Source: an optimization exercise on an open RTL-to-GDS flow (aim: small area). Production flows keep margins and buffers that such runs may drop.
At most, simulation tests tie the RTL to the original design; equivalence was not proved.
The clock port is modelled as an ideal driver, which makes a skipped or thinned clock tree look cheaper than it is; a real chip needs a root buffer or a tree.
Power and IR drop assume default switching activity.

==> flow/design.v (excerpt) <==
module fde_core (
    input  wire        clk,
    input  wire        rst,            
    input  wire [7:0]  key,            
    output wire [7:0]  mem_addr,
    output wire        mem_we,
    output wire [15:0] mem_wdata,
    input  wire [15:0] mem_rdata,
    output reg  [15:0] out_data,
    output wire        out_valid,
    output reg  [15:0] disp_data,
    output wire        disp_data_valid,
    output reg  [15:0] disp_ctrl,
    output wire        disp_ctrl_valid,
    output reg         halted,
    output reg  [1:0]  fault,
    output wire [15:0] fault_info
);
clock: 7.0 ns
lec_check: 0
abc_area: 1
cap_margin: 20
core_margin: 2
core_utilization: 40
cts_buf_list: sky130_fd_sc_hd__clkbuf_8
place_density: 0.6
slew_margin: 20
standard.sh (not shown) runs the stock make flow with config.mk's settings and CLKGATE_MAP_FILE= SYNTH_SCRIPT=/design/flow/synth_recipe.tcl, a recipe that flattens the netlist after the stock synthesis.
==> flow/flow/run.sh <==
#!/bin/bash
# The standard layout (standard.sh), with two changes:
#  - synthesis maps logic with an area-oriented ABC script (flow/abc_area.script,
#    used through ABC_AREA=1) instead of ORFS's, which buffers and upsizes;
#  - the port buffers are the smallest buffer cell.
set -euo pipefail
here=$(pwd)
rm -rf "$here/scripts"
cp -r "$FLOW_HOME/scripts" "$here/scripts"
cp "$here/flow/abc_area.script" "$here/scripts/abc_area.script"
export SCRIPTS_DIR="$here/scripts"
export BUFFER_PORTS_ARGS="-buffer_cell sky130_fd_sc_hd__buf_1"
bash standard.sh > "$here/standard.log" 2>&1
==> flow/flow/abc_area.script <==
strash
&get -n
&deepsyn -T 30
&dch -f
&nf -R 1000 -a
&put
Then changed:
--- a/flow/flow/run.sh
+++ b/flow/flow/run.sh
@@ -3,5 +3,6 @@
 #  - synthesis maps logic with an area-oriented ABC script (flow/abc_area.script,
 #    used through ABC_AREA=1) instead of ORFS's, which buffers and upsizes;
-#  - the port buffers are the smallest buffer cell.
+#  - the port buffers are the smallest buffer cell;
+#  - clock tree synthesis inserts no dummy loads.
 set -euo pipefail
 here=$(pwd)
@@ -11,3 +12,4 @@
 export SCRIPTS_DIR="$here/scripts"
 export BUFFER_PORTS_ARGS="-buffer_cell sky130_fd_sc_hd__buf_1"
+export CTS_ARGS="-sink_clustering_enable -repair_clock_nets -buf_list sky130_fd_sc_hd__clkbuf_8 -dont_use_dummy_load"
 bash standard.sh > "$here/standard.log" 2>&1
Design area drops slightly. Routed wire length drops slightly. Clock power shrinks by a quarter to a third. Combinational power is about the same. Non-clock buffer count is unchanged. Area after synthesis is unchanged. Clock skew grows by 0.011 ns. Power falls by a little under a tenth. Clock-buffer cell count stays the same. Via count is about the same.
No functional check of the RTL was part of any run of this note.

* * *

Another version of the RTL of fde_core (not shown whole).
Size in the first run: about 330 cells after synthesis, about 99 flip-flops, roughly 120 I/O pins.
==> flow/config.mk <==
export PLATFORM = sky130hd
export DESIGN_NAME = fde_core
export DESIGN_NICKNAME = fde_core
export VERILOG_FILES = /design/flow/design.v
export SDC_FILE = /design/flow/constraint.sdc
export NUM_CORES = 4
export LEC_CHECK = 0
export ABC_AREA = 1
export CAP_MARGIN = 20
export CORE_MARGIN = 2
export CORE_UTILIZATION = 40
export CTS_BUF_LIST = sky130_fd_sc_hd__clkbuf_8
export PLACE_DENSITY = 0.6
export SLEW_MARGIN = 20
==> flow/constraint.sdc <==
create_clock -name core_clock -period 7.0 [get_ports {clk}]
set_input_delay 1.4000 -clock core_clock [delete_from_list [all_inputs] [get_ports {clk}]]
set_output_delay 1.4000 -clock core_clock [all_outputs]
set_load 0.01 [all_outputs]
==> flow/flow/run.sh <==
#!/bin/bash
# The standard layout (standard.sh), with three changes:
#  - synthesis maps logic with an area-oriented ABC script (flow/abc_area.script,
#    used through ABC_AREA=1) instead of ORFS's, which buffers and upsizes;
#  - the port buffers are the smallest buffer cell;
#  - the clock tree is made by flow/manual_cts.tcl (four clkbuf_16 leaf buffers
#    on the clock port, one per quarter of the registers) in place of
#    clock_tree_synthesis; the rest of ORFS's CTS step (legalisation, timing
#    repair) runs unchanged.
set -euo pipefail
here=$(pwd)
rm -rf "$here/scripts"
cp -r "$FLOW_HOME/scripts" "$here/scripts"
cp "$here/flow/abc_area.script" "$here/scripts/abc_area.script"
sed -i "s|^log_cmd clock_tree_synthesis {\*}\$cts_args|source $here/flow/manual_cts.tcl|" "$here/scripts/cts.tcl"
grep -q "manual_cts.tcl" "$here/scripts/cts.tcl"
export SCRIPTS_DIR="$here/scripts"
export BUFFER_PORTS_ARGS="-buffer_cell sky130_fd_sc_hd__buf_1"
bash standard.sh > "$here/standard.log" 2>&1
==> flow/flow/abc_area.script <==
strash
&get -n
&deepsyn -T 120
&dch -f
&nf -R 1000 -a
&put
==> flow/flow/manual_cts.tcl <==
# Clock tree made by hand: the clock port drives four clkbuf_16 leaf buffers,
# each driving the clock pins of one quarter of the registers (split by x,
# then by y), placed at the centre of its registers. A balanced tree of one
# level: every register's clock passes through exactly one buffer.
proc manual_cts { nx ny bufname } {
  set db [ord::get_db]
  set block [ord::get_db_block]
  set clknet [$block findNet clk]
  set master [$db findMaster $bufname]
  set sinks {}
  foreach it [$clknet getITerms] {
    set inst [$it getInst]
    set loc [$inst getLocation]
    lappend sinks [list $it [lindex $loc 0] [lindex $loc 1]]
  }
  set n [llength $sinks]
  set sx [lsort -integer -index 1 $sinks]
  set groups {}
  for { set i 0 } { $i < $nx } { incr i } {
    set a [expr { $i * $n / $nx }]
    set b [expr { ($i + 1) * $n / $nx - 1 }]
    set col [lsort -integer -index 2 [lrange $sx $a $b]]
    set m [llength $col]
    for { set j 0 } { $j < $ny } { incr j } {
      set c [expr { $j * $m / $ny }]
      set d [expr { ($j + 1) * $m / $ny - 1 }]
      lappend groups [lrange $col $c $d]
    }
  }
  set k 0
  foreach g $groups {
    set inst [odb::dbInst_create $block $master "clkbuf_leaf_$k"]
    set net [odb::dbNet_create $block "clknet_leaf_$k"]
    $net setSigType CLOCK
    [$inst findITerm A] connect $clknet
    [$inst findITerm X] connect $net
    set sumx 0
    set sumy 0
    foreach s $g {
      set it [lindex $s 0]
      $it disconnect
      $it connect $net
      incr sumx [lindex $s 1]
      incr sumy [lindex $s 2]
    }
    set cnt [llength $g]
    $inst setLocation [expr { $sumx / $cnt }] [expr { $sumy / $cnt }]
    $inst setPlacementStatus PLACED
    puts "manual_cts: leaf $k drives $cnt clock pins"
    incr k
  }
}
manual_cts 2 2 sky130_fd_sc_hd__clkbuf_16
The first run finished with timing, DRC and antenna clean.
==> next run, changes <==
==> flow/flow/abc_area.script (replaced) <==
strash
&get -n
&deepsyn -T 30
&dch -f
&nf -R 1000 -a
&put
Power stays the same.
Fmax is unchanged.
Cell area is unchanged.
Worst setup slack does not change.
Via count stays the same.
==> next run, changes <==
==> flow/flow/run.sh (replaced) <==
#!/bin/bash
# The standard layout (standard.sh), with three changes:
#  - synthesis maps logic with an area-oriented ABC script (flow/abc_area.script,
#    used through ABC_AREA=1) instead of ORFS's, which buffers and upsizes;
#  - the port buffers are the smallest buffer cell;
#  - clock tree synthesis inserts no dummy loads.
set -euo pipefail
here=$(pwd)
rm -rf "$here/scripts"
cp -r "$FLOW_HOME/scripts" "$here/scripts"
cp "$here/flow/abc_area.script" "$here/scripts/abc_area.script"
export SCRIPTS_DIR="$here/scripts"
export BUFFER_PORTS_ARGS="-buffer_cell sky130_fd_sc_hd__buf_1"
export CTS_ARGS="-sink_clustering_enable -repair_clock_nets -buf_list sky130_fd_sc_hd__clkbuf_8 -dont_use_dummy_load"
bash standard.sh > "$here/standard.log" 2>&1
removed: flow/flow/manual_cts.tcl
Worst setup slack is worse by 0.16 ns.
Global-route usage climbs by 1.1 points.
Wire length climbs by about 0.9%.
Clock skew goes up by 0.0062 ns.
Via count rose by 0.49%.
Utilization went up by 0.23 points.
Synthesized area stays the same.
Cell count grows by about 0.9%.
In the first and second runs of this note the design's own scripts or RTL, not TritonCTS, make the clock network.

* * *

== job 101 ==
The RTL this note starts from:
==> flow/design.v <==
module fde_core (
    input  wire        clk,
    input  wire        rst,            
    input  wire [7:0]  key,            
    output wire [7:0]  mem_addr,
    output wire        mem_we,
    output wire [15:0] mem_wdata,
    input  wire [15:0] mem_rdata,
    output reg  [15:0] out_data,
    output reg         out_valid,
    output reg  [15:0] disp_data,
    output reg         disp_data_valid,
    output reg  [15:0] disp_ctrl,
    output reg         disp_ctrl_valid,
    output reg         halted,
    output reg  [1:0]  fault,
    output wire [15:0] fault_info
);
    localparam [4:0] C_NOP = 5'h00, C_LDA = 5'h01, C_ADD = 5'h02, C_SUB = 5'h03,
                     C_STA = 5'h04, C_LDI = 5'h05, C_JMP = 5'h06, C_JC  = 5'h07,
                     C_JZ  = 5'h08, C_SHL = 5'h09, C_SHR = 5'h0A, C_KEY = 5'h0B,
                     C_OUT = 5'h0E, C_HLT = 5'h0F, C_PSH = 5'h10, C_POP = 5'h11,
                     C_CAL = 5'h12, C_RET = 5'h13, C_LSP = 5'h14, C_DSD = 5'h15,
                     C_DSC = 5'h16;
    reg [7:0]  pc;
    reg [7:0]  mar;
    reg [4:0]  opc;
    reg [15:0] a;
    reg        az;
    reg        c;
    reg        z;
    reg [3:0]  sp;
    reg [3:0]  cnt;
    reg        t;
    assign fault_info = a;
    wire run   = !halted;
    wire c0    = (cnt == 4'd0);
    wire c14   = (cnt == 4'd14);
    wire fetch = (cnt == 4'd15);
    wire o_lda = (opc == C_LDA);
    wire o_add = (opc == C_ADD);
    wire o_sub = (opc == C_SUB);
    wire o_sta = (opc == C_STA);
    wire o_ldi = (opc == C_LDI);
    wire o_jmp = (opc == C_JMP);
    wire o_jc  = (opc == C_JC);
    wire o_jz  = (opc == C_JZ);
    wire o_shl = (opc == C_SHL);
    wire o_shr = (opc == C_SHR);
    wire o_key = (opc == C_KEY);
    wire o_out = (opc == C_OUT);
    wire o_hlt = (opc == C_HLT);
    wire o_psh = (opc == C_PSH);
    wire o_pop = (opc == C_POP);
    wire o_cal = (opc == C_CAL);
    wire o_ret = (opc == C_RET);
    wire o_lsp = (opc == C_LSP);
    wire o_dsd = (opc == C_DSD);
    wire o_dsc = (opc == C_DSC);
    wire o_inv = (opc == 5'h0C) || (opc == 5'h0D) || (opc >= 5'h17);
    wire        kill = rst || az || o_cal;
    wire [15:0] am   = a & {16{!kill}};
    wire [7:0] f_op  = mem_rdata[15:8];
    wire       f_stk = (f_op[7:2] == 6'b000100);    
    wire       f_pop = f_stk && f_op[0];             
    wire [3:0] sp_nx = sp + {f_pop, f_pop, f_pop, 1'b1};
    wire hi_nz   = (mem_rdata[15:8] != 8'd0);
    wire ret_flt = o_ret && (fetch ? fault[1] : hi_nz);
    wire mar_sel = (o_lda || o_add || o_sub || o_sta || o_psh || o_pop || o_ret) ? !fetch
                                                                                 : (o_cal && c0);
    assign mem_addr = mar_sel ? mar : pc;
    wire [7:0] pc_inc = pc + 8'd1;
    assign mem_we    = run && c0 && (o_sta || o_psh || o_cal);
    assign mem_wdata = {am[15:8], am[7:0] | (pc_inc & {8{o_cal}})};
    wire [15:0] rvec = {t, mem_rdata[14:0]};
    wire [3:0]  ridx = {cnt[3] ^ o_inv, cnt[2:0]};
    wire        rbit = rvec[ridx];
    wire        kbit = key[cnt[2:0]];
    wire        bop  = o_shl ? am[0] : (rbit ^ o_sub);
    wire        cin  = c0 ? o_sub : c;
    wire        sum  = am[0] ^ bop ^ cin;
    wire        cout = (am[0] & bop) | (am[0] & cin) | (bop & cin);
    reg newbit;
    always @* begin
        if (o_add || o_sub || o_shl) newbit = sum;
        else if (o_shr)              newbit = am[1] && !fetch;
        else if (o_ldi || o_inv)     newbit = rbit && !cnt[3];
        else if (o_key)              newbit = kbit && !cnt[3];
        else                         newbit = rbit;    
    end
    wire ashift = run && (o_lda || o_add || o_sub || o_ldi || o_shl || o_shr ||
                          o_key || o_pop || o_inv || ret_flt);
    wire flags  = o_add || o_sub || o_shl || o_shr;
    wire take = o_jmp || (o_jc && c) || (o_jz && z) || o_cal || (o_ret && !hi_nz);
    wire ld_out = run && c0 && o_out;
    wire ld_dsd = run && c0 && o_dsd;
    wire ld_dsc = run && c0 && o_dsc;
    always @(posedge clk) begin
        t <= mem_rdata[15];
        if (ashift) a <= {newbit, a[15:1]};
        if (rst || ld_out) out_data  <= am;
        if (rst || ld_dsd) disp_data <= am;
        if (rst || ld_dsc) disp_ctrl <= am;
        if (fetch) mar <= f_stk ? {4'hF, f_pop ? sp_nx : sp} : mem_rdata[7:0];
        if (rst) begin
            pc              <= 8'd0;
            opc             <= C_NOP;
            az              <= 1'b1;
            c               <= 1'b0;
            z               <= 1'b0;
            sp              <= 4'd0;
            cnt             <= 4'd15;
            halted          <= 1'b0;
            fault           <= 2'd0;
            out_valid       <= 1'b0;
            disp_data_valid <= 1'b0;
            disp_ctrl_valid <= 1'b0;
        end else begin
            cnt             <= cnt + 4'd1;
            out_valid       <= ld_out;
            disp_data_valid <= ld_dsd;
            disp_ctrl_valid <= ld_dsc;
            if (fetch) opc <= (f_op[7:5] != 3'd0) ? 5'h1F : f_op[4:0];
            if (run) begin
                if (ashift && fetch) az <= 1'b0;
                if (flags) begin
                    if (o_shr) begin
                        if (c0) c <= am[0];
                    end else begin
                        c <= cout;
                    end
                    z <= (c0 || z) && !newbit;
                end
                if (fetch && f_stk) sp <= sp_nx;
                if (c0 && o_lsp)    sp <= am[3:0];
                if (c14) pc <= take ? mem_rdata[7:0] : pc_inc;
                if (c14 && o_inv)   fault <= 2'd1;
                if (c14 && ret_flt) fault <= 2'd3;
                if ((c0 && o_hlt) || (fetch && fault[0])) halted <= 1'b1;
            end
        end
    end
endmodule
Settings: LEC_CHECK=0, ABC_AREA=1, CAP_MARGIN=20, CORE_MARGIN=2, CORE_UTILIZATION=40, CTS_BUF_LIST=sky130_fd_sc_hd__clkbuf_8, PLACE_DENSITY=0.6, SLEW_MARGIN=20; clock period 7.0 ns.
run.sh (not shown) runs the stock make flow with config.mk's settings and CLKGATE_MAP_FILE= SYNTH_SCRIPT=/design/flow/synth_recipe.tcl, a recipe that flattens the netlist after the stock synthesis.
Stock flow here: none of the scripts above is used.
Input changes introduced in job 102 (baseline for comparison: job 101):
==> flow/flow/run.sh (new file) <==
#!/bin/bash
# Standard layout, with the port buffers made of the smallest buffer cell.
set -euo pipefail
export BUFFER_PORTS_ARGS="-buffer_cell sky130_fd_sc_hd__buf_1"
bash standard.sh > standard.log 2>&1
==> flow/standard.sh (new file) <==
#!/bin/bash
# synth_recipe.tcl (not shown) runs the flow's synth.tcl, then flattens the netlist and writes it again
# the make line also repeats each setting of config.mk as NAME=value (left out here)
make -C /OpenROAD-flow-scripts/flow DESIGN_CONFIG=/design/flow/config.mk WORK_HOME=/design/flow/orfs CLKGATE_MAP_FILE= SYNTH_SCRIPT=/design/flow/synth_recipe.tcl "${@:-finish}"
removed: flow/run.sh
==> comparison <==
Delta (job 102 minus job 101): wire length saw a decrease, part of the power in the clock network saw an increase, met2 demand-to-capacity share in global routing saw a decrease. Going from job 101 to job 102, setup slack picked up an extra 0.74 ns; layout overhead on the synthesized area shows a reduction of 16 points; total power density per cell area increased by about 6% relative to the old numbers; area of placed instances decreased by 750 um2 relative to the old numbers; post-layout utilization of the core decreased 6.4 points.

* * *

Setup of rev 12:
fde_core with an RTL version that a note above also has.
For scale: roughly 360 cells after synthesis, ~120 I/O pins, roughly 4400 sq um of cells after synthesis.
export LEC_CHECK = 0
export ABC_AREA = 1
export CAP_MARGIN = 0
export CORE_MARGIN = 2
export CORE_UTILIZATION = 40
export CTS_BUF_LIST = sky130_fd_sc_hd__clkbuf_8
export GPL_TIMING_DRIVEN = 0
export PLACE_DENSITY = 0.6
export SLEW_MARGIN = 0
create_clock -name core_clock -period 7.0 [get_ports {clk}]
standard.sh (not shown) runs the stock make flow with config.mk's settings and CLKGATE_MAP_FILE= SYNTH_SCRIPT=/design/flow/synth_recipe.tcl, a recipe that flattens the netlist after the stock synthesis.
==> flow/flow/run.sh <==
#!/bin/bash
# The standard layout (standard.sh), with two changes:
#  - synthesis maps logic with an area-oriented ABC script (flow/abc_area.script,
#    used through ABC_AREA=1) instead of ORFS's, which buffers and upsizes;
#  - the port buffers are the smallest buffer cell.
set -euo pipefail
here=$(pwd)
rm -rf "$here/scripts"
cp -r "$FLOW_HOME/scripts" "$here/scripts"
cp "$here/flow/abc_area.script" "$here/scripts/abc_area.script"
export SCRIPTS_DIR="$here/scripts"
export BUFFER_PORTS_ARGS="-buffer_cell sky130_fd_sc_hd__buf_1"
bash standard.sh > "$here/standard.log" 2>&1
==> flow/flow/abc_area.script <==
strash
&get -n
&deepsyn -T 30
&dch -f
&nf -R 1000 -a
&put
In summary, rev 12 completed successfully, with a layout that passed the timing, design-rule and antenna checks.
Modified inputs, rev 13 compared to rev 12
diff --git a/flow/flow/run.sh b/flow/flow/run.sh
--- a/flow/flow/run.sh
+++ b/flow/flow/run.sh
@@ -3,5 +3,6 @@
 #  - synthesis maps logic with an area-oriented ABC script (flow/abc_area.script,
 #    used through ABC_AREA=1) instead of ORFS's, which buffers and upsizes;
-#  - the port buffers are the smallest buffer cell.
+#  - the port buffers are the smallest buffer cell;
+#  - clock tree synthesis inserts no dummy loads.
 set -euo pipefail
 here=$(pwd)
@@ -11,3 +12,4 @@
 export SCRIPTS_DIR="$here/scripts"
 export BUFFER_PORTS_ARGS="-buffer_cell sky130_fd_sc_hd__buf_1"
+export CTS_ARGS="-sink_clustering_enable -repair_clock_nets -buf_list sky130_fd_sc_hd__clkbuf_16 -sink_clustering_size 25 -dont_use_dummy_load"
 bash standard.sh > "$here/standard.log" 2>&1
diff --git a/flow/config.mk b/flow/config.mk
--- a/flow/config.mk
+++ b/flow/config.mk
@@ -7,9 +7,8 @@
 export LEC_CHECK = 0
 export ABC_AREA = 1
-export CAP_MARGIN = 0
+export CAP_MARGIN = 20
 export CORE_MARGIN = 2
 export CORE_UTILIZATION = 40
 export CTS_BUF_LIST = sky130_fd_sc_hd__clkbuf_8
-export GPL_TIMING_DRIVEN = 0
 export PLACE_DENSITY = 0.6
-export SLEW_MARGIN = 0
+export SLEW_MARGIN = 20
## What came out
- Rev 13 vs rev 12 — detail-routed net length per standard cell climbed slightly
- Rev 12 has a higher fraction of the cycle the final worst path needs than rev 13.
- In the flow results for rev 13 and rev 12, the total clock network power is larger on rev 13.
- Compared with rev 12, in rev 13 clock group share of total power rose by 1.3 points; non-clock buffer count went down; area growth from synthesis to layout lower; maximum frequency climbed about 9%.
- Placed wire-length estimate for rev 13 is lower than for rev 12.
- Against rev 12, rev 13 comes in 38 sq um lower on cell area.
- Rev 13 and rev 12 ended up with nearly the same combined area of the multi-input logic cells.
- Re core utilization: rev 13 and rev 12 aren't equal, and the lower value belongs to rev 13.
No run of this note included a check of the RTL's function; only the layout flow was run.

afterwards: timing with drivers on the ports:
In the flow no input, the clock included, has a driving cell. The finished layouts below were timed again as built, in two steps.
Step 1 sets driving cells, clkbuf_16 on the clock port and buf_2 on the other inputs (assumed; they add their load-dependent delay and slew).
Step 2 also shifts input and output timing later by t, the mid clock arrival at the registers, as if the neighbouring blocks saw the same clock.
Three values: no drivers, after step 1, after step 2; two values: the first two.
run	t, ns	setup WS [ns]	latest minus earliest clock arrival (ns)	worst data-port slew with drivers (ns)
the first run of note 1	0.390	2.376 / 2.342 / 2.618	0.012 / 0.012	0.04
the second run of note 1	0.379	2.370 / 2.347 / 2.347	0.023 / 0.023	0.04
the first run of note 2	0.231	2.220 / 2.146 / 2.378	0.017 / 0.017	0.03
the second run of note 2	0.231	2.220 / 2.146 / 2.378	0.017 / 0.017	0.03
the third run of note 2	0.379	2.064 / 2.030 / 2.409	0.024 / 0.025	0.03
job 101	0.397	1.818 / 1.797 / 1.797	0.018 / 0.018	0.04
job 102	0.400	2.556 / 2.535 / 2.535	0.016 / 0.016	0.03
rev 12	0.402	1.979 / 1.960 / 1.960	0.011 / 0.011	0.03
rev 13	0.370	2.377 / 2.354 / 2.354	0.014 / 0.014	0.04
After both steps every run listed still meets setup and hold.
